Context: an optimization exercise on an open-source flow, tuned for small area, a short achievable clock period and few clock cycles per item. The choices shown serve that exercise and are no tape-out recipe.
Function was checked by simulation only, so behaviour that the tests miss may differ from the original.

==> flow/design.v <==
module mod_inv_unit (
    input  wire        clk,
    input  wire        rst,
    input  wire        in_valid,
    output wire        in_ready,
    input  wire [63:0] in_a,
    input  wire [63:0] in_q,
    output reg         out_valid,
    output wire [63:0] out_r,
    output reg         out_err
);
    reg        busy;
    reg        x1c;        
    reg        x2c;        
    reg [62:0] q_r;
    reg [63:0] u;
    reg [63:0] v;
    reg [63:0] x1;
    reg [63:0] x2;
    reg        uz;         
    reg        vz;         
    reg        u1;         
    reg        v1;         
    reg [1:0]  mk_1;
    reg [1:0]  mk_2;
    reg [1:0]  mk_s;
    reg [1:0]  mk_a;
    reg        sh;         
    reg        sel_v;      
    reg        same;       
    reg        e1;         
    reg        e2;
    reg        sp1, sp2, sp1i, sq1, sq1i, sq2, qinv;
    reg        dn;         
    reg        t0;         
    reg        psgn;       
    reg        k1on;       
    reg        jx0, jx1, jx2, jx3;
    assign out_r = x1;
    wire done   = busy && (uz || vz || u1 || v1);
    wire step   = busy && !done;
    assign in_ready = !busy || done;
    wire accept = in_valid && in_ready;
    wire load   = !busy || done;
    wire [64:0] ua   = (sh && sel_v) ? {v[63], v} : {u[63], u};
    wire [64:0] ub   = sh ? 65'd0 : ({v[63], v} ^ {65{same}});
    wire [64:0] e    = ua + ub + {64'd0, !sh && same};
    wire j1  = e1;
    wire j2  = !e1 && e2;
    wire j3  = !e1 && !e2;
    wire [63:0] r   = j1 ? e[64:1] : j2 ? {e[64], e[64:2]} : {{2{e[64]}}, e[64:3]};
    wire dneg = e[64] ^ u[63];
    wire ez   = (e[64:1] == 64'd0);
    wire wu   = step && (sh ? !sel_v : !dneg);
    wire wv   = step && (sh ?  sel_v :  dneg);
    wire [63:0] p  = (x1 & {64{sp1}}) | (x2 & {64{sp2}}) | {63'd0, sp1i};
    wire [63:0] qq = ((x1 & {64{sq1}}) | (x2 & {64{sq2}}) | {63'd0, sq1i}) ^ {64{qinv}};
    wire [1:0] mk = sh ? (sel_v ? mk_2 : mk_1) : (same ? mk_s : mk_a);
    wire neg2 = !dn && ((j1 && t0 && !psgn) || (j2 && mk[0]) ||
                        (j3 && mk[1] && mk[0]));
    wire pos2 = !dn && j3 && !mk[1] && mk[0];
    wire neg4 = !dn && j3 && mk[1] && !mk[0];
    wire k2n  = neg2 || neg4;
    wire [66:0] k1  = k1on ? {4'd0, q_r} : 67'd0;
    wire [66:0] k2  = (((pos2 || neg2) ? {3'd0, q_r, 1'd0} : 67'd0) |
                       (neg4 ? {2'd0, q_r, 2'd0} : 67'd0)) ^ {67{k2n}};
    wire [66:0] p67 = {{3{p[63]}}, p};
    wire [66:0] q67 = {{3{qq[63]}}, qq};
    wire [66:0] s1 = p67 ^ q67 ^ k1;
    wire [66:0] c1 = {(p67[65:0] & q67[65:0]) | (p67[65:0] & k1[65:0]) |
                      (q67[65:0] & k1[65:0]), qinv};
    wire [66:0] s2 = s1 ^ c1 ^ k2;
    wire [66:0] c2 = {(s1[65:0] & c1[65:0]) | (s1[65:0] & k2[65:0]) |
                      (c1[65:0] & k2[65:0]), k2n};
    wire [66:0] t  = s2 + c2;
    wire [63:0] y  = ({64{jx0}} & t[63:0]) | ({64{jx1}} & t[64:1]) |
                     ({64{jx2}} & t[65:2]) | ({64{jx3}} & t[66:3]);
    wire [2:0] nx1 = load ? 3'd1 : wu ? y[2:0] : x1c ? 3'd1 : x1[2:0];
    wire [2:0] nx2 = load ? 3'd0 : wv ? y[2:0] : x2c ? 3'd0 : x2[2:0];
    wire [2:1] nq  = load ? in_q[2:1] : q_r[2:1];
    function [1:0] mkf(input [2:0] tt, input [2:1] qv);
        reg qa, qb;
        begin
            qa = !qv[1];
            qb = !qv[2];
            mkf[0] = tt[1] ^ (qa & tt[0]);
            mkf[1] = tt[2] ^ (qa & tt[1]) ^ (qb & tt[0]) ^ (qa & tt[1] & tt[0]);
        end
    endfunction
    wire [2:0] nu = load ? in_a[2:0] : wu ? r[2:0] : u[2:0];
    wire [2:0] nv = load ? in_q[2:0] : wv ? r[2:0] : v[2:0];
    wire nsame = load ? (in_a[63] == in_q[63]) : ((wv && !sh) ? 1'b0 : same);
    wire nsh   = !nu[0] || !nv[0];
    wire nselv = nu[0];
    wire [2:1] nvb = nv[2:1] ^ {2{nsame}};
    wire ne1 = nsh ? (nselv ? nv[1] : nu[1]) : !(nu[1] ^ nvb[1]);
    wire ne2 = nsh ? (nselv ? nv[2] : nu[2]) : (nu[2] ^ nvb[2] ^ (nu[1] | nvb[1]));
    wire [2:0] nts = nx1 - nx2;
    wire nbusy = !rst && (accept || (busy && !done));
    wire nx1c  = load || (x1c && !wu);
    wire nx2c  = load || (x2c && !wv);
    wire nuz   = load ? 1'b0 : wu ? ez : uz;
    wire nvz   = load ? 1'b0 : wv ? ez : vz;
    wire nu1   = !load && (u == 64'd1 || u == {64{1'b1}}) && !nuz;
    wire nv1   = !load && (v == 64'd1 || v == {64{1'b1}}) && !nvz;
    wire ndone = nbusy && (nuz || nvz || nu1 || nv1);
    wire nstep = nbusy && !(nuz || nvz || nu1 || nv1);
    wire ntu   = nu1 || nvz;
    wire nt0   = nsh ? (nselv ? nx2[0] : nx1[0]) : (nx1[0] ^ nx2[0]);
    wire nx1s  = !(load || x1c) && x1[63];
    wire nx2s  = !(load || x2c) && x2[63];
    wire nus   = load ? in_a[63] : u[63];
    wire nvs   = load ? in_q[63] : v[63];
    wire nkd   = ntu ? (nx1s ^ nus) : (nx2s ^ nvs);
    wire nw63  = ntu ? nus : nvs;
    wire [2:0] nta = nx1 + nx2;
    always @(posedge clk) begin
        if (rst) begin
            busy      <= 1'b0;
            out_valid <= 1'b0;
        end else begin
            out_valid <= done;
            if (accept)    busy <= 1'b1;
            else if (done) busy <= 1'b0;
        end
        if (done) out_err <= !(u1 || v1);
        if (load) begin
            q_r  <= in_q[62:0];
            u    <= in_a;
            v    <= in_q;
            uz   <= 1'b0;
            vz   <= 1'b0;
            u1   <= 1'b0;
            v1   <= 1'b0;
        end else begin
            if (wu) begin u <= r; uz <= ez; end
            if (wv) begin v <= r; vz <= ez; end
            u1 <= nu1;
            v1 <= nv1;
        end
        if (done || wu) x1 <= y;
        if (wv)         x2 <= y;
        x1c <= nx1c;
        x2c <= nx2c;
        sp1   <= nstep && !nx1c && !(nsh && nselv);
        sp2   <= nstep && !nx2c && nsh && nselv;
        sp1i  <= nstep && nx1c && !(nsh && nselv);
        sq1   <= ndone && ntu && !nx1c;
        sq1i  <= ndone && ntu && nx1c;
        sq2   <= (ndone ? !ntu : (nstep && !nsh)) && !nx2c;
        qinv  <= ndone ? nw63 : (nstep && !nsh && nsame);
        dn    <= ndone;
        t0    <= nt0;
        k1on  <= ndone ? nkd : nt0;
        psgn  <= wu ? (nx2s ^ nsame) : nx1s;
        jx0   <= ndone;
        jx1   <= !ndone && ne1;
        jx2   <= !ndone && !ne1 && ne2;
        jx3   <= !ndone && !ne1 && !ne2;
        sh    <= nsh;
        sel_v <= nselv;
        same  <= nsame;
        e1    <= ne1;
        e2    <= ne2;
        mk_1 <= mkf(nx1, nq);
        mk_2 <= mkf(nx2, nq);
        mk_s <= mkf(nts, nq);
        mk_a <= mkf(nta, nq);
    end
endmodule
==> flow/run.sh <==
#!/bin/bash
# synth_recipe.tcl (not shown) runs the flow's synth.tcl, then flattens the netlist and writes it again
# the make line also repeats each setting of config.mk as NAME=value (left out here)
make -C /OpenROAD-flow-scripts/flow DESIGN_CONFIG=/design/flow/config.mk WORK_HOME=/design/flow/orfs CLKGATE_MAP_FILE= SYNTH_SCRIPT=/design/flow/synth_recipe.tcl finish
==> flow/config.mk <==
export PLATFORM = sky130hd
export DESIGN_NAME = mod_inv_unit
export DESIGN_NICKNAME = mod_inv_unit
export VERILOG_FILES = /design/flow/design.v
export SDC_FILE = /design/flow/constraint.sdc
export NUM_CORES = 4
export LEC_CHECK = 0
export CAP_MARGIN = 20
export CORE_MARGIN = 2
export CORE_UTILIZATION = 50
export PLACE_DENSITY = 0.65
export SETUP_SLACK_MARGIN = 4
export SLEW_MARGIN = 20
==> flow/constraint.sdc <==
create_clock -name core_clock -period 10.0 [get_ports {clk}]
set_input_delay 2.0000 -clock core_clock [delete_from_list [all_inputs] [get_ports {clk}]]
set_output_delay 2.0000 -clock core_clock [all_outputs]
set_load 0.01 [all_outputs]
==> flow_summary.toml, run 1 <==
[logic_synthesis]
synth_top_area_share_pct = 30.0
synth_edf_count = 320
syn_area_per_cell_um2 = 8.97
yosysUniqueCellTypes = 103
synth-main-ff-cell = "edfxtp_1"
synthArstFlopShare_pct = 0
synth_top_area_cell = "edfxtp_1"
synth_area_leaders = "edfxtp_1, fa_1, nand2_1"
synth_cells = 3577
syn_area_mm2 = 0.0321
yosysWarnings = 1
yosys_register_bits = 355
synth-seq-area-share_pct = 32.1
synth_nets = 3973

[sta]
rsz0062_at_grt = "yes"
hold_viol = 0
period_minus_slack_ns = 6.00
fin_tns_setup_ns = 0
holdWs_ns = 0.506
worst_pin_slew_ns = 1.04
fin_skew_ns = 0.0184
clock.fmax_mhz = 167
period_share_pct = 60.0
maxSlewHeadroom_pct = 30.9
slew_violations = 0
final-setup-viol-count = 0

[die]
pin_count = 198
die_height_um = 257
design.die.area_mm2 = 0.0662
core_mm2 = 0.0632
die_w_um = 257
start_util_pct = 50.8
rows = 92

[global_routing]
grt_pass1_vias = 29430
grt_pass1_wl_um = 186000
grt_overflow = 0
grt.total_usage_pct = 37.0
grt_max_degree = 146
antenna_found_initial = 2

[detailed_routing]
drc = 0
ant_nets = 0
vias = 30193
drt-total-wl_um = 126000
drt_iter0_markers = 3155
drtPass1Iterations = 11
viasPerCell = 6.61
wl_per_cell_um = 27.6

[placed_design]
placed_cells = 4422
gp_congestion = 1.05
portBuffers = 197
dp_hpwl_um = 94500

[clock_tree]
ctsHoldBuffers = 0
clk_latency_ns = 0.58
clk_path_buf_depth = 3
cts.htree.levels = 2
clkSlewWorstSetupHoldPaths_ns = 0.06
tritoncts = "built"
cts_sinks = 355
cts_root_buf = "clkbuf_16"
cts_buffers = 40

[job]
drv_cap = 0

[finish]
diodes = 0
drive_above_1_share_pct = 10.8
fillers = 5458
fin_util_pct = 59.4
layout_common_cells = "nand2_1, edfxtp_1, nor2_1"
stdcell_count = 4565
num-nets-final = 4086
area_delta_synth_final_pct = 17.0
final_common_cell = "nand2_1"

[worst_setup_path]
critPathRequiredTime_ns = 10.46
arrival_ns = 6.46
end_kind = "flop"
worstSetupStartpointType = "flop"
crit_fanout = 21
worstSetupPathType = "reg2reg"

[min_path]
hp-class = "reg2reg"

[status]
status = "timing/DRC/antenna clean"
-- path summary, 6_finish.rpt --
path              depth (start not counted)                end          start  slack, ns
hold / removal                            1  out_err$_DFFE_PP_  u1$_SDFF_PN0_       0.51
hold reg to reg                           1  out_err$_DFFE_PP_  u1$_SDFF_PN0_       0.51
setup / recovery                         19       k1on$_DFF_P_  sel_v$_DFF_P_       4.00
setup reg to reg                         19       k1on$_DFF_P_  sel_v$_DFF_P_       4.00
-- area by class of cell --
type	instances	area [um2]	share of cell area, %
multi-input cells	2900	21300	56.8
clock inverters	19	216	0.577
well taps	846	1060	2.82
clock buffers	52	1110	2.95
repair buffers	305	3160	8.42
inverters	88	338	0.900
flip-flops and latches	355	10300	27.6
-- stage by stage --
stage	setup WS, ns	area [um2]
after floorplan	2.44	32200
after global placement	2.27	34600
after detailed placement	2.22	34700
after CTS	4.00	36900
after global routing	3.95	37500
final	4.00	37500
-- cells in the mapped netlist, types with 10 or more instances --
master	number
clkbuf_1	184
o311ai_0	17
xor2_1	66
dfxtp_1	35
o31ai_1	11
a22oi_1	80
nand2_1	591
a222oi_1	57
and3_1	17
a211oi_1	22
ha_1	135
a22o_1	67
mux2_2	66
buf_2	10
xnor2_1	226
o21bai_1	40
a21o_1	90
nand3_1	77
nor3b_1	10
inv_1	85
edfxtp_1	320
fa_1	130
a21oi_1	221
or3_1	10
nor2_1	256
buf_1	40
nor4_1	51
nor2b_1	15
a221o_1	13
mux2i_1	18
a221oi_1	13
nand4_1	96
nor3_1	32
o21a_1	27
o21ai_0	150
and2_1	73
o211ai_1	42
nand2b_1	16
a31oi_1	25
-- layer usage --
layer / global-route usage [%] / wire length [um] / vias to the layer above / part of all wire (%)
met1: 47.4 / 48400 / 14655 / 38
met2: 61.8 / 59000 / 1771 / 47
met3: 4.86 / 10600 / 375 / 8.4
met4: 18.1 / 7870 / 2 / 6.3
li1: - / - / 13390 / -
met5: 0 / 13 / - / 0.010
-- sequential cells by signal, summed over array words and instances, names as in the netlist, 2 cells and up --
register and cells:
x2 64, u 64, mk_s 2, mk_a 2, q_r 63, mk_1 2, mk_2 2, x1 64
v 64
-- cells by family (layout without fill, tap and decap cells) --
| kind of cell | count (synthesis) | in the layout | share of synthesized area, % |
|---|---|---|---|
| AOI/OAI and AO/OA | 960 | 961 | 21.0 |
| xor gates and xnor gates | 293 | 293 | 8.02 |
| adders and majority gates | 265 | 265 | 13.4 |
| buffers and inverters | 325 | 464 | 3.90 |
| DFF | 355 | 355 | 32.1 |
| muxes | 87 | 87 | 3.02 |
| and+or+nand+nor | 1292 | 1294 | 18.6 |
-- worst max-delay path: stages (launching register included) --
cell and delay [ns]:
dfxtp_4 0.42, nand2_8 0.20, mux2_4 0.37, ha_4 0.20
nand3b_1 0.10, nand2b_1 0.08, fa_2 0.36, a21o_1 0.24
a221oi_4 0.22, buf_4 0.20, o31a_4 0.23, o22ai_2 0.14
o31ai_2 0.55, a32o_2 0.30, xnor2_1 0.16, or4b_1 0.63
or4b_4 0.59, mux2_4 0.34, mux2_4 0.30, mux2_4 0.25
-- repair_timing --
| item | in CTS | in global routing |
|---|---|---|
| setup buffers | 42 | 22 |
| gates resized for setup | 93 | 91 |
| endpoints found under the setup margin | 361 | 107 |
| pin swaps | 26 | 24 |
| cloned | 7 | 1 |
Testbench counts, summed over its fixed seeds: cycles 65,895, items 1,600.
==> run 2: changes to the inputs <==
--- a/flow/config.mk
+++ b/flow/config.mk
@@ -9,5 +9,5 @@
 export CORE_MARGIN = 2
 export CORE_UTILIZATION = 50
 export PLACE_DENSITY = 0.65
-export SETUP_SLACK_MARGIN = 4
+export SETUP_SLACK_MARGIN = 4.5
 export SLEW_MARGIN = 20
==> run 2 against run 1 <==
Clock-buffer cell count increased by 4. Largest cell class unchanged. Die area unchanged.
==> flow_summary.toml, run 2 <==
[logic_synthesis]
synthArstFlopShare_pct = 0
synth_edf_count = 320
synth_mux_area_share_pct = 3.02
synth_compound_area_share_pct = 21.0
synth_cells = 3577
synth_top_area_cell = "edfxtp_1"
yosysUniqueCellTypes = 103
synth-simple-area-share_pct = 18.6
synth_xor_area_share_pct = 8.02
yosys_register_bits = 355
synth_top_area_share_pct = 30.0
synth_area_leaders = "edfxtp_1, fa_1, nand2_1"
synth-seq-area-share_pct = 32.1
synth_adder_area_share_pct = 13.4
yosysMostFrequentCell = "nand2_1"
synth-main-ff-cell = "edfxtp_1"
synth_nets = 3973
syn_area_mm2 = 0.0321
synth_top_family_by_area = "compound AO/OA/AOI/OAI gates"
syn_area_per_cell_um2 = 8.97
yosysWarnings = 1
synth_common_cells = "nand2_1, edfxtp_1, nor2_1, xnor2_1, a21oi_1"

[finish]
fillers = 5305
area_delta_synth_final_pct = 22.2
final_common_cell = "nand2_1"
layout_common_cells = "nand2_1, edfxtp_1, nor2_1"
drive_above_1_share_pct = 16.1
num-nets-final = 4134
fin_util_pct = 62.0

[global_routing]
grt.total_usage_pct = 37.7
grt_overflow = 0
grt_pass1_wl_um = 189000
grt_pass1_vias = 30140
grt_max_degree = 118
antenna_found_initial = 1

[placed_design]
gp_congestion = 1.06
dp_hpwl_um = 93100
portBuffers = 197

[clock_tree]
cts_root_buf = "clkbuf_16"
clk_path_buf_depth = 3
cts.htree.levels = 2
clkSlewWorstSetupHoldPaths_ns = 0.06
clk_latency_ns = 0.59
tritoncts = "built"
cts_buffers = 42
cts_sinks = 355
ctsHoldBuffers = 0

[detailed_routing]
drtPass1Iterations = 8
viasPerCell = 6.63
vias = 30616
drt-total-wl_um = 127000
ant_nets = 0
drc = 0
drt_iter0_markers = 3366
wl_per_cell_um = 27.6

[worst_setup_path]
critPathRequiredTime_ns = 10.47
worstSetupStartpointType = "flop"
end_kind = "flop"
arrival_ns = 6.24
worstSetupPathType = "reg2reg"
crit_fanout = 8

[die]
die_height_um = 257
rows = 92
design.die.area_mm2 = 0.0662
core_mm2 = 0.0632
die_w_um = 257
pin_count = 198
start_util_pct = 50.8

[status]
status = "timing/DRC/antenna clean"

[sta]
rsz0062_at_grt = "yes"
fin_skew_ns = 0.0187
worst_pin_slew_ns = 1.13
final-setup-viol-count = 0
period_minus_slack_ns = 5.77
slew_violations = 0
maxSlewHeadroom_pct = 24.0
hold_viol = 0
period_share_pct = 57.7
fin_tns_setup_ns = 0
clock.fmax_mhz = 173

[job]
drv_cap = 0

[min_path]
hp-class = "reg2reg"
-- run 2: cell families (layout without fill, tap and decap cells) --
| logic type | count (synthesis) | after routing |
|---|---|---|
| AOI/OAI and AO/OA | 960 | 961 |
| xor gates and xnor gates | 293 | 293 |
| adders and majority gates | 265 | 265 |
| buffers and inverters | 325 | 512 |
| DFF | 355 | 355 |
| muxes | 87 | 87 |
| other | 0 | 1 |
| and+or+nand+nor | 1292 | 1297 |
-- run 2: critical path: stages, from the launching register on --
cell and delay, ns:
dfxtp_4 0.51, nand2_8 0.12, mux2_4 0.33, ha_4 0.26, nand3b_1 0.10, nand2b_1 0.11
fa_2 0.21, a21o_1 0.19, a221oi_4 0.08, buf_6 0.15, o31a_4 0.33, o21bai_4 0.32
xor2_1 0.21, nor3_2 0.30, nand4_1 0.32, nor4b_2 0.33, nand4_1 0.26, or4b_4 0.62
mux2_4 0.35, mux2_4 0.30, mux2_4 0.26
-- run 2: final timing paths --
check,cells past startpoint,slack [ns],to,startpoint
max,20,4.23,k1on$_DFF_P_,sel_v$_DFF_P_
min,1,0.52,out_err$_DFFE_PP_,u1$_SDFF_PN0_
max reg2reg,20,4.23,k1on$_DFF_P_,sel_v$_DFF_P_
min reg2reg,1,0.52,out_err$_DFFE_PP_,u1$_SDFF_PN0_
-- run 2: what timing repair did --
| action | 4_1_cts | 5_1_grt |
|---|---|---|
| buffers inserted | 98 | 15 |
| pin swaps | 119 | 48 |
| resized for setup | 355 | 64 |
| setup endpoints to repair | 408 | 213 |
| cloned | 14 | 0 |
-- run 2: metal layers --
layer,GRT usage [%],wire length (um)
met2,61.4,58900
met5,0,0
met1,47.8,48900
met4,22.0,8710
met3,5.42,10700
-- run 2: layout make-up --
type	instances	area, um2	share of cell area [%]
clock buffers	56	1190	3.03
repair buffers	348	3630	9.27
diodes	1	2.50	0.00639
flip-flops and latches	355	10400	26.4
multi-input cells	2903	22500	57.4
clock inverters	20	139	0.354
well taps	846	1060	2.70
inverters	88	338	0.862
-- run 2: stage by stage --
stage	hold WS (ns)	cells	setup slack (ns)	area [um2]
2_1_floorplan	0.465	3577	2.44	32300
3_3_place_gp	0.495	4413	2.50	34600
3_5_place_dp	0.522	4413	2.37	34600
4_1_cts	0.514	4601	4.36	38800
5_1_grt	0.570	4616	4.15	39200
6_report	0.516	4617	4.23	39200
==> run 3: changes to the inputs <==
--- a/flow/config.mk
+++ b/flow/config.mk
@@ -7,7 +7,7 @@
 export LEC_CHECK = 0
 export CAP_MARGIN = 20
 export CORE_MARGIN = 2
-export CORE_UTILIZATION = 50
-export PLACE_DENSITY = 0.65
-export SETUP_SLACK_MARGIN = 4.5
+export CORE_UTILIZATION = 55
+export PLACE_DENSITY = 0.7
+export SETUP_SLACK_MARGIN = 4
 export SLEW_MARGIN = 20
==> run 3 against run 2 <==
Die area is 9.0% lower. Register-to-register slack worse by 0.20 ns. Clock-buffer cell count shrank 5. Highest routed layer unchanged.
==> flow_summary.toml, run 3 <==
[status]
status = "timing/DRC/antenna clean"

[finish]
final_common_cell = "nand2_1"
fillers = 4623
num-nets-final = 4081
layout_common_cells = "nand2_1, edfxtp_1, nor2_1"
regArea_mm2 = 0.0104
multi_input_area_mm2 = 0.0217
fin_util_pct = 65.2
post-route-cell-area_mm2 = 0.0376
drive_above_1_share_pct = 11.8
stdcell_count = 4485
area_delta_synth_final_pct = 17.2

[global_routing]
antenna_found_initial = 1
grt.total_usage_pct = 40.4
grt_max_degree = 132
grt_overflow = 0
grt_pass1_vias = 29955
grt_pass1_wl_um = 184000

[logic_synthesis]
synth_compound_area_share_pct = 21.0
synth-seq-area-share_pct = 32.1
synth_cells = 3577
synth_top_area_share_pct = 30.0
synth_edf_count = 320
synth-simple-area-share_pct = 18.6
yosysUniqueCellTypes = 103
synth_top_family_by_area = "compound AO/OA/AOI/OAI gates"
syn_area_per_cell_um2 = 8.97
yosys_register_bits = 355
synth_top_area_cell = "edfxtp_1"
synth_xor_area_share_pct = 8.02
yosysMostFrequentCell = "nand2_1"
synth_nets = 3973
synth_common_cells = "nand2_1, edfxtp_1, nor2_1, xnor2_1, a21oi_1"
syn_area_mm2 = 0.0321
synthArstFlopShare_pct = 0
synth_adder_area_share_pct = 13.4
synth_mux_area_share_pct = 3.02
yosysWarnings = 1
synth_area_leaders = "edfxtp_1, fa_1, nand2_1"
synth-main-ff-cell = "edfxtp_1"

[detailed_routing]
viasPerCell = 6.84
vias = 30656
ant_nets = 0
drt_iter0_markers = 3757
drc = 0
wl_per_cell_um = 27.9
drt-total-wl_um = 125000
drtPass1Iterations = 10

[sta]
slew_violations = 0
maxSlewHeadroom_pct = 24.8
final-setup-viol-count = 0
period_share_pct = 59.7
fin_tns_setup_ns = 0
hold_viol = 0
period_minus_slack_ns = 5.97
fin_skew_ns = 0.0143
clock.fmax_mhz = 168
rsz0062_at_grt = "no"
worst_pin_slew_ns = 1.12

[worst_setup_path]
reg2reg_depth = 22
reg2reg_to = "mk_a[1]$_DFF_P_"
path_cells = "buf_12 -> buf_4 -> buf_4 -> nor2_1 -> ha_1 -> a21oi_1 -> o21ai_0 -> a21oi_2 -> o31ai_1 -> a221oi_2 -> a21oi_4 -> or4_4 -> nand3_4 -> mux2_2 -> nor2_4 -> inv_1 -> ha_1 -> inv_1 -> fa_1 -> o22ai_2 -> xor2_1 -> xnor2_1"
crit_slowest_cell = "or4_4"
crit_fanout = 13
worstSetupPathType = "reg2reg"
end_kind = "flop"
critPathBufInv = 5
worstSetupStartpointType = "flop"
cp_top_family = "compound AO/OA/AOI/OAI gates"
timing.rr.start = "sh$_DFF_P_"
ff2ff_setup_slack_ns = 4.03
arrival_ns = 6.47
critPathMaxStageDelay_ns = 0.63
critPathRequiredTime_ns = 10.50

[die]
die_w_um = 246
start_util_pct = 55.6
rows = 88
core_mm2 = 0.0577
die_height_um = 246
design.die.area_mm2 = 0.0603
pin_count = 198

[clock_tree]
tritoncts = "built"
clkSlewWorstSetupHoldPaths_ns = 0.06
cts.htree.levels = 2
clk_latency_ns = 0.59
clk_path_buf_depth = 3
cts_root_buf = "clkbuf_16"
cts_sinks = 355
cts_buffers = 41

[placed_design]
gp_congestion = 1.04
placed_cells = 4335
dp_hpwl_um = 92300
place_area_mm2 = 0.0345
portBuffers = 197

[min_path]
hp-class = "reg2reg"
hold_path_depth = 1
hold_end = "out_err$_DFFE_PP_"
holdCritStartpoint = "u1$_SDFF_PN0_"

[job]
drv_cap = 0
run 3: stage by stage:
stage	hold WS, ns	setup WS [ns]
floorplan	0.465	2.44
CTS	0.509	3.97
finish	0.504	4.03
global placement	0.486	2.24
global route	0.513	3.97
detailed placement	0.518	2.11
run 3: worst reg2reg max path: stages (launching register included):
cell      delay, ns
dfxtp_4        0.50
buf_12         0.17
buf_4          0.12
buf_4          0.24
nor2_1         0.09
ha_1           0.42
a21oi_1        0.30
o21ai_0        0.26
a21oi_2        0.32
o31ai_1        0.21
a221oi_2       0.53
a21oi_4        0.15
or4_4          0.63
nand3_4        0.14
mux2_2         0.37
nor2_4         0.14
inv_1          0.10
ha_1           0.19
inv_1          0.06
fa_1           0.46
o22ai_2        0.13
xor2_1         0.21
xnor2_1        0.14
run 3: how the worst max path moves through the flow:
stage,startpoint,endpoint,slack (ns),depth (start not counted)
after floorplan,sh$_DFF_P_,k1on$_DFF_P_,2.44,23
after global placement,sh$_DFF_P_,x1[60]$_DFFE_PP_,2.24,23
after detailed placement,sh$_DFF_P_,x2[63]$_DFFE_PN_,2.11,23
after CTS,sel_v$_DFF_P_,x2[60]$_DFFE_PN_,3.97,26
after global routing,sh$_DFF_P_,k1on$_DFF_P_,3.97,20
final,sh$_DFF_P_,mk_a[1]$_DFF_P_,4.03,22
run 3: cell type report:
| type | count | share of cell area [%] |
|---|---|---|
| Multi-Input combinational cell | 2902 | 57.6 |
| Sequential cell | 355 | 27.5 |
| Antenna cell | 4 | 0.0266 |
| Timing Repair Buffer | 297 | 7.85 |
| Tap cell | 765 | 2.55 |
| Clock buffer | 51 | 2.99 |
| Inverter | 88 | 0.898 |
| Clock inverter | 23 | 0.596 |
run 3: logic make-up (layout without fill, tap and decap cells):
group	Yosys count	after routing
XOR/XNOR	293	293
multiplexers	87	87
buffers and inverters	325	459
other	0	4
adder cells (fa/ha/maj)	265	265
AO/OA/AOI/OAI	960	961
flip-flops	355	355
AND/OR/NAND/NOR	1292	1296
run 3: layer usage:
metal  vias up  GRT usage [%]  wire length, um
li1      13397              -                -
met1     14801           49.9            45500
met2      2013           65.8            58500
met3       445           6.85            12100
met4         0           25.2             9200
met5         -              0                0
run 3: what timing repair did:
action / CTS / global route
endpoints found under the setup margin: 397 / 167
resized for setup: 112 / 136
buffers inserted: 30 / 33
cloned: 5 / 3
endpoints found under the hold margin: 0 / 0
hold buffers: 0 / 0
pin swaps: 22 / 38
==> run 4: changes to the inputs <==
--- a/flow/config.mk
+++ b/flow/config.mk
@@ -7,7 +7,7 @@
 export LEC_CHECK = 0
 export CAP_MARGIN = 20
 export CORE_MARGIN = 2
-export CORE_UTILIZATION = 55
-export PLACE_DENSITY = 0.7
+export CORE_UTILIZATION = 45
+export PLACE_DENSITY = 0.6
 export SETUP_SLACK_MARGIN = 4
 export SLEW_MARGIN = 20
==> run 4 against run 3 <==
Clock-buffer cell count did not move. Sequential share of layout area fell by 0.35 points. Worst setup slack got worse by 0.083 ns. First-iteration DRC count fell by 11%. Clock skew rose by 0.012 ns. Hold slack improved by 0.031 ns. Synthesized cell count did not move.
==> flow_summary.toml, run 4 <==
[worst_setup_path]
critPathBufInv = 2
critPathRequiredTime_ns = 10.47
crit_slowest_cell = "or4b_4"
timing.rr.start = "sel_v$_DFF_P_"
worstSetupPathType = "reg2reg"
worstSetupStartpointType = "flop"
path_common_cell = "mux2_4"
cp-startpoint = "sel_v$_DFF_P_"
path_cells = "nand2_8 -> buf_4 -> mux2_2 -> ha_1 -> a21oi_1 -> o21ai_0 -> a32o_1 -> a211oi_4 -> a21o_1 -> a221oi_1 -> buf_4 -> or3_1 -> nor4_4 -> nand4_1 -> or4b_4 -> mux2_4 -> mux2_4 -> mux2_4"
crit_fanout = 7
critPathMaxStageDelay_ns = 0.66
cp_top_family = "simple AND/OR/NAND/NOR gates"
arrival_ns = 6.52
end_kind = "flop"

[logic_synthesis]
synth_area_leaders = "edfxtp_1, fa_1, nand2_1"
syn_area_per_cell_um2 = 8.97
yosysUniqueCellTypes = 103
yosysWarnings = 1
yosys_register_bits = 355
synth_common_cells = "nand2_1, edfxtp_1, nor2_1, xnor2_1, a21oi_1"
synth_edf_count = 320
synth-main-ff-cell = "edfxtp_1"
synth_top_area_cell = "edfxtp_1"
yosysMostFrequentCell = "nand2_1"
syn_area_mm2 = 0.0321
synth_nets = 3973
synth_top_area_share_pct = 30.0
synthArstFlopShare_pct = 0
synth-seq-area-share_pct = 32.1
synth_cells = 3577

[finish]
multi_input_area_mm2 = 0.0216
area_delta_synth_final_pct = 18.8
drive_above_1_share_pct = 12.1
layout_common_cells = "nand2_1, edfxtp_1, nor2_1"
regArea_mm2 = 0.0104
final_common_cell = "nand2_1"
num-nets-final = 4097
fillers = 6385

[detailed_routing]
drt_iter0_markers = 3340
drt-total-wl_um = 130000
drc = 0
drtPass1Iterations = 9
wl_per_cell_um = 27.8
vias = 29939
viasPerCell = 6.41
ant_nets = 0

[min_path]
hp-class = "reg2reg"
holdCritStartpoint = "u1$_SDFF_PN0_"

[sta]
slew_violations = 0
hold_viol = 0
worst_pin_slew_ns = 1.21
fin_tns_setup_ns = 0
fin_skew_ns = 0.0263
period_minus_slack_ns = 6.05
period_share_pct = 60.5
clock.fmax_mhz = 165
rsz0062_at_grt = "yes"
maxSlewHeadroom_pct = 18.6
finalWorstSetupSlack_ns = 3.95
final-setup-viol-count = 0

[placed_design]
portBuffers = 197
gp_congestion = 1.01
place_ws_ns = 2.00
dp_hpwl_um = 97700

[global_routing]
grt.total_usage_pct = 33.9
antenna_found_initial = 1
grt_overflow = 0
grt_max_degree = 71
grt_pass1_wl_um = 189000
grt_pass1_vias = 28974

[die]
die_height_um = 271
start_util_pct = 45.6
die_w_um = 271
rows = 97
design.die.area_mm2 = 0.0734
pin_count = 198
core_mm2 = 0.0703

[job]
drv_cap = 0

[clock_tree]
tritoncts = "built"
clk_latency_ns = 0.59
cts.htree.levels = 2
cts_sinks = 355
clkSlewWorstSetupHoldPaths_ns = 0.06
cts_buffers = 42
clk_path_buf_depth = 3
cts_root_buf = "clkbuf_16"

[status]
status = "timing/DRC/antenna clean"
-- run 4: cell counts after synthesis --
Identical to the previous run, type by type.
-- run 4: logic make-up (layout without fill, tap and decap cells) --
| family | after synthesis | count (layout) | share of synthesized area (%) |
|---|---|---|---|
| DFF | 355 | 355 | 32.1 |
| buffers and inverters | 325 | 472 | 3.90 |
| other | 0 | 2 | 0 |
| muxes | 87 | 87 | 3.02 |
| adders and majority gates | 265 | 265 | 13.4 |
| AOI/OAI and AO/OA | 960 | 961 | 21.0 |
| xor gates and xnor gates | 293 | 293 | 8.02 |
| and+or+nand+nor | 1292 | 1297 | 18.6 |
-- run 4: what timing repair did --
| item | in CTS | in global routing |
|---|---|---|
| pin swaps | 16 | 41 |
| hold buffers | 0 | 0 |
| gates resized for setup | 116 | 123 |
| setup buffers | 29 | 44 |
| gates cloned | 6 | 5 |
| endpoints found under the setup margin | 366 | 113 |
-- run 4: final timing paths --
kind	endpoint	slack [ns]	cells past startpoint
setup / recovery	k1on$_DFF_P_	3.95	18
hold / removal	out_err$_DFFE_PP_	0.54	1
setup reg to reg	k1on$_DFF_P_	3.95	18
hold reg to reg	out_err$_DFFE_PP_	0.54	1
-- run 4: metrics by stage --
step | hold WS (ns) | utilization, % | cell area, um2 | instances
final | 0.535 | 54.2 | 38100 | 4672
after detailed placement | 0.503 | 49.4 | 34700 | 4513
after global placement | 0.489 | 49.4 | 34700 | 4513
after CTS | 0.517 | 52.7 | 37100 | 4621
after global routing | 0.559 | 54.2 | 38100 | 4670
after floorplan | 0.465 | - | 32200 | 3577
-- run 4: final cells by class --
| type | instances | area share [%] |
|---|---|---|
| clock buffer | 51 | 3.10 |
| clock inverter | 22 | 0.650 |
| inverter | 88 | 0.886 |
| timing repair buffer | 311 | 8.35 |
| sequential | 355 | 27.2 |
| multi-input combinational | 2903 | 56.7 |
| tap | 940 | 3.09 |
| antenna | 2 | 0.0131 |
-- run 4: worst register-to-register path, cell delays in order (launching register included) --
cell      delay [ns]
dfxtp_4         0.41
nand2_8         0.16
buf_4           0.19
mux2_2          0.36
ha_1            0.38
a21oi_1         0.34
o21ai_0         0.29
a32o_1          0.33
a211oi_4        0.32
a21o_1          0.22
a221oi_1        0.08
buf_4           0.20
or3_1           0.44
nor4_4          0.35
nand4_1         0.32
or4b_4          0.67
mux2_4          0.35
mux2_4          0.30
mux2_4          0.25
-- run 4: per-layer routing --
layer / vias to the layer above / GRT usage (%) / routed length (um)
li1: 13410 / - / -
met1: 14770 / 44.5 / 52300
met2: 1472 / 56.5 / 61000
met3: 287 / 4.13 / 9340
met4: 0 / 14.7 / 7040
met5: - / 0 / 0
==> run 5: changes to the inputs <==
--- a/flow/config.mk
+++ b/flow/config.mk
@@ -7,7 +7,7 @@
 export LEC_CHECK = 0
 export CAP_MARGIN = 20
 export CORE_MARGIN = 2
-export CORE_UTILIZATION = 45
-export PLACE_DENSITY = 0.6
+export CORE_UTILIZATION = 50
+export PLACE_DENSITY = 0.72
 export SETUP_SLACK_MARGIN = 4
 export SLEW_MARGIN = 20
==> run 5 against run 4 <==
Still clean. Clock skew grew 0.012 ns. Critical path depth shrank 2. Core utilization grew 4.8 points. Wire length shrank 9.3%. Maximum frequency grew 0.32%.
==> flow_summary.toml, run 5 <==
[worst_setup_path]
cp_top_family = "simple AND/OR/NAND/NOR gates"
cp-startpoint = "sel_v$_DFF_P_"
critPathMaxStageDelay_ns = 0.64
reg2reg_depth = 16
end_kind = "flop"
worstSetupPathType = "reg2reg"
critPathBufInv = 1
reg2reg_to = "k1on$_DFF_P_"
ff2ff_setup_slack_ns = 3.97
path_common_cell = "mux2_4"
arrival_ns = 6.53
critPathRequiredTime_ns = 10.50
crit_fanout = 27
crit_slowest_cell = "or4b_4"
timing.rr.start = "sel_v$_DFF_P_"
worstSetupStartpointType = "flop"
path_cells = "nand2_8 -> buf_12 -> mux2_2 -> ha_1 -> nand2_1 -> or3_1 -> o22ai_1 -> a21oi_1 -> o21ai_0 -> xnor2_1 -> nor4b_1 -> nand4_1 -> or4b_4 -> mux2_4 -> mux2_4 -> mux2_4"

[logic_synthesis]
synthArstFlopShare_pct = 0
yosysWarnings = 1
yosys_register_bits = 355
syn_area_mm2 = 0.0321
synth_top_area_share_pct = 30.0
synth_cells = 3577
synth-main-ff-cell = "edfxtp_1"
synth-seq-area-share_pct = 32.1
synth_nets = 3973
yosysMostFrequentCell = "nand2_1"
synth_area_leaders = "edfxtp_1, fa_1, nand2_1"
synth_common_cells = "nand2_1, edfxtp_1, nor2_1, xnor2_1, a21oi_1"
syn_area_per_cell_um2 = 8.97
synth_edf_count = 320
synth_top_area_cell = "edfxtp_1"
yosysUniqueCellTypes = 103

[job]
drv_cap = 0

[finish]
final_common_cell = "nand2_1"
layout_common_cells = "nand2_1, edfxtp_1, nor2_1"
num-nets-final = 4069
post-route-cell-area_mm2 = 0.0373
multi_input_area_mm2 = 0.0212
fillers = 5534
area_delta_synth_final_pct = 16.3
drive_above_1_share_pct = 10.4
regArea_mm2 = 0.0104

[die]
die_w_um = 257
pin_count = 198
design.die.area_mm2 = 0.0662
die_height_um = 257
core_mm2 = 0.0632
start_util_pct = 50.8
rows = 92

[placed_design]
place_area_mm2 = 0.0346
gp_congestion = 1.05
portBuffers = 197
dp_hpwl_um = 88700

[global_routing]
use_met1_pct = 44.6
grt-busiest-layer = "met2"
met3_usage_pct = 5.11
grt_pass1_wl_um = 174000
grt.total_usage_pct = 34.2
met2_usage_pct = 55.2
grt_pass1_vias = 28129
grt_max_degree = 78
grt_overflow = 0
antenna_found_initial = 1

[status]
status = "timing/DRC/antenna clean"

[min_path]
hold_end = "out_err$_DFFE_PP_"
holdCritStartpoint = "u1$_SDFF_PN0_"
hold_path_depth = 1
hp-class = "reg2reg"

[clock_tree]
tritoncts = "built"
clkSlewWorstSetupHoldPaths_ns = 0.07
cts_buffers = 39
cts_root_buf = "clkbuf_16"
clk_path_buf_depth = 3
clk_latency_ns = 0.61
cts.htree.levels = 2
cts_sinks = 355

[sta]
fin_skew_ns = 0.0381
clock.fmax_mhz = 166
final-setup-viol-count = 0
worst_pin_slew_ns = 1.16
rsz0062_at_grt = "yes"
maxSlewHeadroom_pct = 21.9
fin_tns_setup_ns = 0
hold_viol = 0
slew_violations = 0
period_minus_slack_ns = 6.03
period_share_pct = 60.3

[detailed_routing]
wl_per_cell_um = 25.9
viasPerCell = 6.54
drc = 0
vias = 29767
drt-total-wl_um = 118000
ant_nets = 0
drtPass1Iterations = 9
drt_iter0_markers = 3350
[run 5: cell count changes in the layout (fill, tap and decap cells not counted), sizes merged]
cell / before / now
clkinv: 13 / 19
nand2: 593 / 592
clkbuf: 55 / 48
or2: 8 / 7
inv: 90 / 89
buf: 108 / 89
nor2: 257 / 256
a21oi: 224 / 223
bufbuf: 2 / 1
[run 5: area by class of cell]
class,instances,share of cell area (%)
clock buffer,45,2.82
tap,846,2.84
clock inverter,27,0.889
inverter,88,0.916
multi-input combinational,2899,56.9
sequential,355,27.8
timing repair buffer,290,7.82
antenna,2,0.0134
[run 5: metrics by stage]
stage / std cells / worst slack [ns] / hold slack [ns] / utilization (%)
after floorplan: 3577 / 2.44 / 0.465 / -
after global placement: 4414 / 2.50 / 0.484 / 54.7
after detailed placement: 4414 / 2.33 / 0.481 / 54.7
after CTS: 4519 / 3.96 / 0.492 / 57.9
after global routing: 4550 / 3.88 / 0.527 / 59.0
final: 4552 / 3.97 / 0.493 / 59.0
[run 5: worst max path at each step]
stage / endpoint / depth (start not counted)
after floorplan: k1on$_DFF_P_ / 23
after global placement: x1[61]$_DFFE_PP_ / 18
after CTS: x2[60]$_DFFE_PN_ / 26
after detailed placement: x1[63]$_DFFE_PP_ / 19
final: k1on$_DFF_P_ / 16
after global routing: x1[63]$_DFFE_PP_ / 26
[run 5: kinds of logic (layout without fill, tap and decap cells)]
family | Yosys count | count (layout) | share of synthesized area (%)
muxes | 87 | 87 | 3.02
xor gates and xnor gates | 293 | 293 | 8.02
adders and majority gates | 265 | 265 | 13.4
AOI/OAI and AO/OA | 960 | 960 | 21.0
buffers and inverters | 325 | 450 | 3.90
other | 0 | 2 | 0
and+or+nand+nor | 1292 | 1294 | 18.6
DFF | 355 | 355 | 32.1
[run 5: per-layer routing]
layer	routed length [um]	vias to the layer above
met2	53600	1703
met3	10800	374
li1	-	13370
met5	0	-
met4	7580	0
met1	45700	14320
[run 5: what timing repair did]
item / CTS / global route
hold buffers: 0 / 0
hold endpoints to repair: 0 / 0
setup endpoints to repair: 374 / 93
gates resized for setup: 72 / 101
pin swaps: 20 / 37
gates cloned: 3 / 3
buffers inserted: 30 / 28
==> run 6: changes to the inputs <==
==> flow/config.mk (replaced) <==
export PLATFORM = sky130hd
export DESIGN_NAME = mod_inv_unit
export DESIGN_NICKNAME = mod_inv_unit
export VERILOG_FILES = /design/flow/design.v
export SDC_FILE = /design/flow/constraint.sdc
export NUM_CORES = 4
export LEC_CHECK = 0
export CAP_MARGIN = 10
export CORE_MARGIN = 2
export CORE_UTILIZATION = 50
export PLACE_DENSITY = 0.65
export SETUP_SLACK_MARGIN = 4
export SLEW_MARGIN = 10
==> run 6 against run 5 <==
Register-to-register slack improved by 0.097 ns. Cell count rose by 0.31%. Via count rose by 1.8%. Worst setup slack improved by 0.097 ns. First-iteration DRC count fell by 7.0%. Clock skew fell by 0.015 ns. Critical path depth rose by 2. Hold slack improved by 0.014 ns. Final area rose by 0.80%. Die area did not move.
==> flow_summary.toml, run 6 <==
[die]
die_w_um = 257
die_height_um = 257
core_mm2 = 0.0632
pin_count = 198
design.die.area_mm2 = 0.0662
start_util_pct = 50.8
rows = 92

[worst_setup_path]
path_cells = "buf_6 -> buf_4 -> buf_12 -> xnor2_1 -> nor2_1 -> ha_1 -> nand4_1 -> o211ai_1 -> a22oi_1 -> a21oi_1 -> o31ai_4 -> a32o_2 -> xnor2_1 -> or4b_1 -> or4b_4 -> mux2_4 -> mux2_4 -> mux2_4"
cp_top_family = "simple AND/OR/NAND/NOR gates"
end_kind = "flop"
ff2ff_setup_slack_ns = 4.06
arrival_ns = 6.39
timing.rr.start = "same$_DFF_P_"
cp-startpoint = "same$_DFF_P_"
path_common_cell = "mux2_4"
worstSetupStartpointType = "flop"
crit_fanout = 26
worstSetupPathType = "reg2reg"
crit_slowest_cell = "or4b_1"
critPathBufInv = 3
critPathMaxStageDelay_ns = 0.63
critPathRequiredTime_ns = 10.45

[placed_design]
gp_congestion = 1.05
dp_hpwl_um = 94400
portBuffers = 197

[logic_synthesis]
synth_common_cells = "nand2_1, edfxtp_1, nor2_1, xnor2_1, a21oi_1"
yosysUniqueCellTypes = 103
synth_compound_area_share_pct = 21.0
synth_cells = 3577
yosysWarnings = 1
yosys_register_bits = 355
synth_nets = 3973
syn_area_per_cell_um2 = 8.97
synth-simple-area-share_pct = 18.6
yosysMostFrequentCell = "nand2_1"
syn_area_mm2 = 0.0321
synth-seq-area-share_pct = 32.1
synth_xor_area_share_pct = 8.02
synth_mux_area_share_pct = 3.02
synthArstFlopShare_pct = 0
synth_top_area_share_pct = 30.0
synth-main-ff-cell = "edfxtp_1"
synth_area_leaders = "edfxtp_1, fa_1, nand2_1"
synth_edf_count = 320
synth_top_family_by_area = "compound AO/OA/AOI/OAI gates"
synth_adder_area_share_pct = 13.4
synth_top_area_cell = "edfxtp_1"

[detailed_routing]
viasPerCell = 6.64
ant_nets = 0
vias = 30309
drtPass1Iterations = 9
wl_per_cell_um = 27.6
drc = 0
drt-total-wl_um = 126000
drt_iter0_markers = 3116

[global_routing]
grt_overflow = 0
use_met1_pct = 47.3
grt-busiest-layer = "met2"
grt_pass1_vias = 29594
met2_usage_pct = 61.0
met3_usage_pct = 5.01
grt_pass1_wl_um = 186000
antenna_found_initial = 1
grt_max_degree = 146
grt.total_usage_pct = 37.0

[sta]
clock.fmax_mhz = 168
fin_tns_setup_ns = 0
period_share_pct = 59.4
final-setup-viol-count = 0
maxSlewHeadroom_pct = 30.1
hold_viol = 0
worst_pin_slew_ns = 1.05
rsz0062_at_grt = "yes"
slew_violations = 0
fin_skew_ns = 0.0226
period_minus_slack_ns = 5.94

[min_path]
holdCritStartpoint = "u1$_SDFF_PN0_"
hp-class = "reg2reg"

[clock_tree]
ctsHoldBuffers = 0
tritoncts = "built"
cts_buffers = 40
cts.htree.levels = 2
clk_path_buf_depth = 3
cts_sinks = 355
clk_latency_ns = 0.58
cts_root_buf = "clkbuf_16"
clkSlewWorstSetupHoldPaths_ns = 0.06

[finish]
drive_above_1_share_pct = 11.3
area_delta_synth_final_pct = 17.2
multi_input_area_mm2 = 0.0214
final_common_cell = "nand2_1"
regArea_mm2 = 0.0103
layout_common_cells = "nand2_1, edfxtp_1, nor2_1"
num-nets-final = 4085
fillers = 5479

[status]
status = "timing/DRC/antenna clean"

[job]
drv_cap = 0
run 6: per-stage QoR:
stage               std cells  hold WS, ns  worst slack, ns  utilization, %  area [um2]
floorplan                3577        0.465             2.44               -       32200
global placement         4421        0.491             2.27            54.8       34600
detailed placement       4421        0.493             2.15            54.8       34600
CTS                      4535        0.505             4.00            58.3       36900
global route             4565        0.558             3.89            59.5       37600
finish                   4566        0.507             4.06            59.5       37600
run 6: layout make-up:
| type | count | area share (%) |
|---|---|---|
| multi-input combinational | 2903 | 56.9 |
| sequential | 355 | 27.5 |
| timing repair buffer | 301 | 8.25 |
| clock buffer | 52 | 2.95 |
| tap | 846 | 2.82 |
| inverter | 88 | 0.899 |
| clock inverter | 20 | 0.636 |
| antenna | 1 | 0.00666 |
run 6: logic make-up (layout without fill, tap and decap cells):
family	count (synthesis)	in the layout
AND/OR/NAND/NOR	1292	1297
AO/OA/AOI/OAI	960	961
flip-flops	355	355
buffers and inverters	325	461
XOR/XNOR	293	293
adder cells (fa/ha/maj)	265	265
multiplexers	87	87
other	0	1
run 6: final timing paths:
kind | cells after the start | end
hold reg to reg | 1 | out_err$_DFFE_PP_
hold / removal | 1 | out_err$_DFFE_PP_
setup / recovery | 18 | k1on$_DFF_P_
setup reg to reg | 18 | k1on$_DFF_P_
run 6: worst reg2reg max path, stage by stage, from the launching register on:
cell and delay (ns):
dfxtp_4 0.37, buf_6 0.17, buf_4 0.17, buf_12 0.23, xnor2_1 0.20, nor2_1 0.09
ha_1 0.48, nand4_1 0.31, o211ai_1 0.30, a22oi_1 0.19, a21oi_1 0.44, o31ai_4 0.21
a32o_2 0.32, xnor2_1 0.23, or4b_1 0.64, or4b_4 0.60, mux2_4 0.33, mux2_4 0.30
mux2_4 0.25
run 6: timing repair:
| item | CTS | global route |
|---|---|---|
| setup buffers | 35 | 26 |
| gates cloned | 7 | 4 |
| pin swaps | 21 | 35 |
| gates resized for setup | 89 | 120 |
| setup endpoints to repair | 361 | 121 |
run 6: layer usage:
metal | up-vias | part of all wire, %
met5 | - | 0.0064
met4 | 2 | 6.5
met3 | 356 | 8.3
met2 | 1728 | 46
met1 | 14819 | 39
li1 | 13404 | -
==> run 7: changes to the inputs <==
--- a/flow/design.v
+++ b/flow/design.v
@@ -50,7 +50,6 @@
     wire j3  = !e1 && !e2;
     wire [63:0] r   = j1 ? e[64:1] : j2 ? {e[64], e[64:2]} : {{2{e[64]}}, e[64:3]};
     wire dneg = e[64] ^ u[63];
-    wire ez   = (e[64:1] == 64'd0);
     wire wu   = step && (sh ? !sel_v : !dneg);
     wire wv   = step && (sh ?  sel_v :  dneg);
     wire [63:0] p  = (x1 & {64{sp1}}) | (x2 & {64{sp2}}) | {63'd0, sp1i};
@@ -99,10 +98,12 @@
     wire nbusy = !rst && (accept || (busy && !done));
     wire nx1c  = load || (x1c && !wu);
     wire nx2c  = load || (x2c && !wv);
-    wire nuz   = load ? 1'b0 : wu ? ez : uz;
-    wire nvz   = load ? 1'b0 : wv ? ez : vz;
-    wire nu1   = !load && (u == 64'd1 || u == {64{1'b1}}) && !nuz;
-    wire nv1   = !load && (v == 64'd1 || v == {64{1'b1}}) && !nvz;
+    wire uh0   = (u[63:1] == 63'd0);
+    wire vh0   = (v[63:1] == 63'd0);
+    wire nuz   = !load && uh0 && !u[0];
+    wire nvz   = !load && vh0 && !v[0];
+    wire nu1   = !load && ((uh0 && u[0]) || (u == {64{1'b1}}));
+    wire nv1   = !load && ((vh0 && v[0]) || (v == {64{1'b1}}));
     wire ndone = nbusy && (nuz || nvz || nu1 || nv1);
     wire nstep = nbusy && !(nuz || nvz || nu1 || nv1);
     wire ntu   = nu1 || nvz;
@@ -128,16 +129,14 @@
             q_r  <= in_q[62:0];
             u    <= in_a;
             v    <= in_q;
-            uz   <= 1'b0;
-            vz   <= 1'b0;
-            u1   <= 1'b0;
-            v1   <= 1'b0;
         end else begin
-            if (wu) begin u <= r; uz <= ez; end
-            if (wv) begin v <= r; vz <= ez; end
-            u1 <= nu1;
-            v1 <= nv1;
+            if (wu) u <= r;
+            if (wv) v <= r;
         end
+        uz <= nuz;
+        vz <= nvz;
+        u1 <= nu1;
+        v1 <= nv1;
         if (done || wu) x1 <= y;
         if (wv)         x2 <= y;
         x1c <= nx1c;
--- a/flow/config.mk
+++ b/flow/config.mk
@@ -5,9 +5,9 @@
 export SDC_FILE = /design/flow/constraint.sdc
 export NUM_CORES = 4
 export LEC_CHECK = 0
-export CAP_MARGIN = 10
+export CAP_MARGIN = 20
 export CORE_MARGIN = 2
 export CORE_UTILIZATION = 50
 export PLACE_DENSITY = 0.65
 export SETUP_SLACK_MARGIN = 4
-export SLEW_MARGIN = 10
+export SLEW_MARGIN = 20
==> run 7 against run 6 <==
Final area down 1.8%. Wire length decreased by 11%. Via count decreased by 4.7%. Critical path depth increased by 1. Clock skew increased by 0.011 ns. Sequential share of layout area rose by 0.50 points. Non-clock buffer count down 28. Synthesized cell count decreased by 2.2%. Cell count decreased by 2.0%. Critical path type unchanged. Highest routed layer unchanged.
==> flow_summary.toml, run 7 <==
[die]
core_mm2 = 0.0630
die_height_um = 256
start_util_pct = 50.5
pin_count = 198
die_w_um = 256
design.die.area_mm2 = 0.0656
rows = 92

[global_routing]
grt_pass1_wl_um = 167000
grt.total_usage_pct = 32.8
grt_overflow = 0
grt_max_degree = 85
antenna_found_initial = 2
grt_pass1_vias = 27594

[logic_synthesis]
synth_xor_area_share_pct = 7.46
synth-main-ff-cell = "edfxtp_1"
synth_top_area_cell = "edfxtp_1"
yosysUniqueCellTypes = 87
synth_top_family_by_area = "compound AO/OA/AOI/OAI gates"
synth_top_area_share_pct = 30.2
yosysMostFrequentCell = "nand2_1"
yosysWarnings = 1
synth_edf_count = 320
synthArstFlopShare_pct = 0
synth-seq-area-share_pct = 32.4
synth_adder_area_share_pct = 13.5
synth_common_cells = "nand2_1, edfxtp_1, nor2_1, xnor2_1"
synth_area_leaders = "edfxtp_1, fa_1, xnor2_1"
syn_area_per_cell_um2 = 9.09
synth_compound_area_share_pct = 22.4
yosys_register_bits = 355
synth_mux_area_share_pct = 3.47
synth_nets = 3894
synth_cells = 3498
synth-simple-area-share_pct = 15.7
syn_area_mm2 = 0.0318

[worst_setup_path]
ff2ff_setup_slack_ns = 4.12
reg2reg_depth = 19
worstSetupPathType = "reg2reg"
worstSetupStartpointType = "flop"
end_kind = "flop"
crit_end = "x1[58]$_DFFE_PP_"
timing.rr.start = "sp1$_DFF_P_"
cp-startpoint = "sp1$_DFF_P_"
crit_fanout = 36
reg2reg_to = "x1[58]$_DFFE_PP_"
arrival_ns = 6.22
critPathRequiredTime_ns = 10.34

[sta]
rsz0062_at_grt = "yes"
holdWs_ns = 0.577
fin_skew_ns = 0.0332
slew_violations = 0
maxSlewHeadroom_pct = 31.1
hold_viol = 0
period_minus_slack_ns = 5.88
fin_tns_setup_ns = 0
clock.fmax_mhz = 170
worst_pin_slew_ns = 1.03
final-setup-viol-count = 0
finalWorstSetupSlack_ns = 4.12
period_share_pct = 58.8

[placed_design]
placed_cells = 4338
portBuffers = 197
place_area_mm2 = 0.0342
place_ws_ns = 2.25
gp_congestion = 0.986
dp_hpwl_um = 80700

[finish]
layout_common_cells = "nand2_1, edfxtp_1, nor2_1"
diodes = 0
fin_util_pct = 58.6
area_delta_synth_final_pct = 16.1
stdcell_count = 4473
final_common_cell = "nand2_1"
post-route-cell-area_mm2 = 0.0369
drive_above_1_share_pct = 10.3
num-nets-final = 3987

[detailed_routing]
wl_per_cell_um = 25.1
drt_iter0_markers = 3292
drtPass1Iterations = 9
vias = 28898
ant_nets = 0
drc = 0
viasPerCell = 6.46
drt-total-wl_um = 112000

[clock_tree]
cts_buffers = 44
clk_latency_ns = 0.62
ctsHoldBuffers = 0
cts_sinks = 355
cts_root_buf = "clkbuf_16"
tritoncts = "built"
clkSlewWorstSetupHoldPaths_ns = 0.06
cts.htree.levels = 2
clk_path_buf_depth = 3

[job]
drv_cap = 0

[min_path]
hp-class = "reg2reg"

[status]
status = "timing/DRC/antenna clean"
==> run 7: cell families after synthesis <==
family | count (synthesis)
buf+inv | 430
compound gates | 1000
mux | 100
xor+xnor | 270
fa+ha+maj | 265
flops | 355
simple gates | 1078
==> run 7: how the worst min path moves through the flow <==
| stage | depth (start not counted) | from | slack, ns | to |
|---|---|---|---|---|
| finish | 1 | v1$_DFF_P_ | 0.58 | out_err$_DFFE_PP_ |
| floorplan | 1 | v1$_DFF_P_ | 0.47 | out_err$_DFFE_PP_ |
| detailed placement | 2 | busy$_SDFFE_PP0P_ | 0.57 | out_valid$_SDFF_PP0_ |
| global placement | 2 | busy$_SDFFE_PP0P_ | 0.56 | out_valid$_SDFF_PP0_ |
| CTS | 1 | u1$_DFF_P_ | 0.58 | out_err$_DFFE_PP_ |
| global route | 1 | u1$_DFF_P_ | 0.60 | out_err$_DFFE_PP_ |
==> run 7: cell type report <==
type | instances | area (um2)
clock buffers | 51 | 1130
inverters | 198 | 754
repair inverters | 1 | 5.00
clock inverters | 31 | 383
flip-flops and latches | 355 | 10300
multi-input cells | 2718 | 20400
repair buffers | 273 | 2870
fillers | 5514 | 26000
well taps | 846 | 1060
==> run 7: timing repair <==
item                                    in CTS  in global routing
endpoints found under the setup margin     424                132
setup buffers                               17                 23
gates resized for setup                     58                 81
pin swaps                                    8                 27
cloned                                       8                  4
==> run 7: layer usage <==
layer	vias to the layer above	wire length [um]	GRT usage, %
met5	-	13	0
met4	2	5830	14.8
met3	282	8710	3.87
met2	1480	51500	52.9
met1	14131	46200	44.4
li1	13003	-	-
==> run 7: worst max-delay path, cell delays in order (launching register included) <==
cell	delay (ns)
dfxtp_2	0.82
buf_6	0.41
a22o_1	0.26
fa_1	0.44
fa_1	0.52
ha_2	0.33
a21o_1	0.21
a21o_1	0.19
a21oi_2	0.18
nor2b_2	0.25
o211ai_1	0.17
a221o_1	0.41
nor3_4	0.13
buf_6	0.15
o21ba_4	0.14
buf_4	0.14
o21bai_1	0.08
xor2_1	0.19
a22o_1	0.26
a221o_1	0.30
Testbench counts of run 7, summed over its fixed seeds: cycles 66,210, items 1,600.
==> run 8: changes to the inputs <==
--- a/flow/config.mk
+++ b/flow/config.mk
@@ -9,5 +9,5 @@
 export CORE_MARGIN = 2
 export CORE_UTILIZATION = 50
 export PLACE_DENSITY = 0.65
-export SETUP_SLACK_MARGIN = 4
+export SETUP_SLACK_MARGIN = 4.5
 export SLEW_MARGIN = 20
==> run 8 against run 7 <==
Flip-flop and latch count did not move. Still clean. Via count rose by 3.3%. Sequential share of layout area fell by 1.5 points. First-iteration DRC count rose by 4.5%. Highest routed layer unchanged. Die area did not move. Critical path depth rose by 4.
==> flow_summary.toml, run 8 <==
[sta]
worst_pin_slew_ns = 1.06
period_share_pct = 59.0
clock.fmax_mhz = 169
maxSlewHeadroom_pct = 29.1
period_minus_slack_ns = 5.90
hold_viol = 0
slew_violations = 0
finalWorstSetupSlack_ns = 4.10
fin_tns_setup_ns = 0
rsz0062_at_grt = "yes"
final-setup-viol-count = 0
fin_skew_ns = 0.0184

[clock_tree]
cts_sinks = 355
clk_latency_ns = 0.59
clkSlewWorstSetupHoldPaths_ns = 0.06
cts_buffers = 43
clk_path_buf_depth = 3
tritoncts = "built"
cts.htree.levels = 2
cts_root_buf = "clkbuf_16"

[detailed_routing]
drc = 0
viasPerCell = 6.52
wl_per_cell_um = 26.2
drtPass1Iterations = 13
drt-total-wl_um = 120000
drt_iter0_markers = 3439
vias = 29853
ant_nets = 0

[global_routing]
antenna_found_initial = 3
grt_pass1_wl_um = 176000
grt-busiest-layer = "met2"
grt_max_degree = 111
met3_usage_pct = 5.42
use_met1_pct = 45.8
grt_overflow = 0
grt.total_usage_pct = 34.8
met2_usage_pct = 56.3
grt_pass1_vias = 28696

[min_path]
hp-class = "reg2reg"

[die]
pin_count = 198
die_height_um = 256
design.die.area_mm2 = 0.0656
rows = 92
die_w_um = 256
core_mm2 = 0.0630
start_util_pct = 50.5

[placed_design]
placed_cells = 4337
dp_hpwl_um = 80600
portBuffers = 197
gp_congestion = 0.990
place_ws_ns = 2.53

[logic_synthesis]
synth_top_area_cell = "edfxtp_1"
yosysWarnings = 1
synth-main-ff-cell = "edfxtp_1"
yosys_register_bits = 355
yosysUniqueCellTypes = 87
synth_edf_count = 320
syn_area_mm2 = 0.0318
synth_area_leaders = "edfxtp_1, fa_1, xnor2_1"
synth_top_area_share_pct = 30.2
synthArstFlopShare_pct = 0
synth_cells = 3498
synth_nets = 3894
yosysMostFrequentCell = "nand2_1"
synth_common_cells = "nand2_1, edfxtp_1, nor2_1, xnor2_1"
syn_area_per_cell_um2 = 9.09
synth-seq-area-share_pct = 32.4

[finish]
stdcell_count = 4577
layout_common_cells = "nand2_1, edfxtp_1, nor2_1"
num-nets-final = 4091
final_common_cell = "nand2_1"
fin_util_pct = 62.0
drive_above_1_share_pct = 16.6
area_delta_synth_final_pct = 22.7

[worst_setup_path]
crit_fanout = 6
end_kind = "flop"
critPathRequiredTime_ns = 10.32
ff2ff_setup_slack_ns = 4.10
worstSetupStartpointType = "flop"
worstSetupPathType = "reg2reg"
arrival_ns = 6.23

[status]
status = "timing/DRC/antenna clean"

[job]
drv_cap = 0
## run 8: cell counts after synthesis
Identical to the previous run, type by type.
## run 8: critical path: stages, from the launching register on
cell and delay [ns]:
dfxtp_4 0.37, mux2i_2 0.16, mux2_4 0.27, a2111o_2 0.54, buf_12 0.17, nand2_8 0.13, buf_6 0.13, buf_4 0.10
a211oi_1 0.04, a31o_2 0.25, fa_1 0.54, inv_1 0.06, ha_4 0.27, a21oi_1 0.28, o21ai_0 0.15, a21oi_1 0.52
nor2_1 0.17, nor3_4 0.34, o21ba_4 0.24, o21bai_4 0.09, a21boi_2 0.15, o21ai_2 0.08, xor2_2 0.17, a221o_1 0.41
## run 8: what timing repair did
item | 4_1_cts | 5_1_grt
pin swaps | 100 | 86
resized for setup | 245 | 118
buffers inserted | 88 | 52
endpoints found under the setup margin | 452 | 192
hold buffers | 0 | 0
gates cloned | 16 | 3
endpoints found under the hold margin | 0 | 0
## run 8: cells by family (layout without fill, tap and decap cells)
logic type               after synthesis  after routing  share of synthesized area (%)
AND/OR/NAND/NOR                     1078           1083                           15.7
adder cells (fa/ha/maj)              265            265                           13.5
XOR/XNOR                             270            270                           7.46
AO/OA/AOI/OAI                       1000           1000                           22.4
multiplexers                         100            100                           3.47
other                                  0              4                              0
flip-flops                           355            355                           32.4
buffers and inverters                430            654                           5.12
## run 8: worst paths after layout
kind | from | end | cells after the start
max | same$_DFF_P_ | x2[60]$_DFFE_PN_ | 23
min | u1$_DFF_P_ | out_err$_DFFE_PP_ | 1
max reg2reg | same$_DFF_P_ | x2[60]$_DFFE_PN_ | 23
min reg2reg | u1$_DFF_P_ | out_err$_DFFE_PP_ | 1
## run 8: metrics by stage
stage / cell area, um2 / hold WS [ns]
floorplan: 31900 / 0.465
global placement: 34300 / 0.549
detailed placement: 34300 / 0.553
CTS: 38000 / 0.572
global route: 39000 / 0.575
finish: 39000 / 0.566
## run 8: layer usage
metal,routed length (um),share of wire [%],up-vias
met5,16,0.013,-
met3,10800,9.0,327
li1,-,-,13204
met4,6630,5.5,2
met2,55100,46,1735
met1,47300,39,14585
## run 8: cell type report
class | instances | area (um2)
Antenna cell | 4 | 10.0
Sequential cell | 355 | 10300
Timing Repair Buffer | 377 | 3950
Multi-Input combinational cell | 2718 | 21500
Inverter | 198 | 759
Fill cell | 5281 | 23900
Tap cell | 846 | 1060
Clock inverter | 28 | 234
Timing Repair inverter | 2 | 15.0
Clock buffer | 49 | 1140

static timing again, ports no longer ideal:
In the flow no input, the clock included, has a driving cell. The finished layouts below were timed again as built, in two steps.
Step 1 sets driving cells, clkbuf_16 on the clock port and buf_2 on the other inputs (assumed; they add their load-dependent delay and slew).
Step 2 also shifts input and output timing later by t, the mid clock arrival at the registers, as if the neighbouring blocks saw the same clock.
Three values: ideal, step 1, step 2; two values: the first two.
| run | shift t [ns] | setup WS [ns] | latest minus earliest clock arrival (ns) | pins driven straight from the clock port |
|---|---|---|---|---|
| run 1 | 0.632 | 3.999 / 3.999 / 3.999 | 0.018 / 0.018 | 1 |
| run 2 | 0.635 | 4.228 / 4.228 / 4.228 | 0.019 / 0.018 | 1 |
| run 3 | 0.645 | 4.032 / 4.032 / 4.032 | 0.015 / 0.015 | 1 |
| run 4 | 0.635 | 3.949 / 3.949 / 3.949 | 0.026 / 0.027 | 1 |
| run 5 | 0.649 | 3.968 / 3.968 / 3.968 | 0.038 / 0.038 | 1 |
| run 6 | 0.629 | 4.065 / 4.065 / 4.065 | 0.023 / 0.023 | 1 |
| run 7 | 0.666 | 4.120 / 4.120 / 4.120 | 0.034 / 0.034 | 1 |
| run 8 | 0.651 | 4.095 / 4.095 / 4.095 | 0.019 / 0.018 | 1 |
After both steps setup and hold are still met in every run listed.
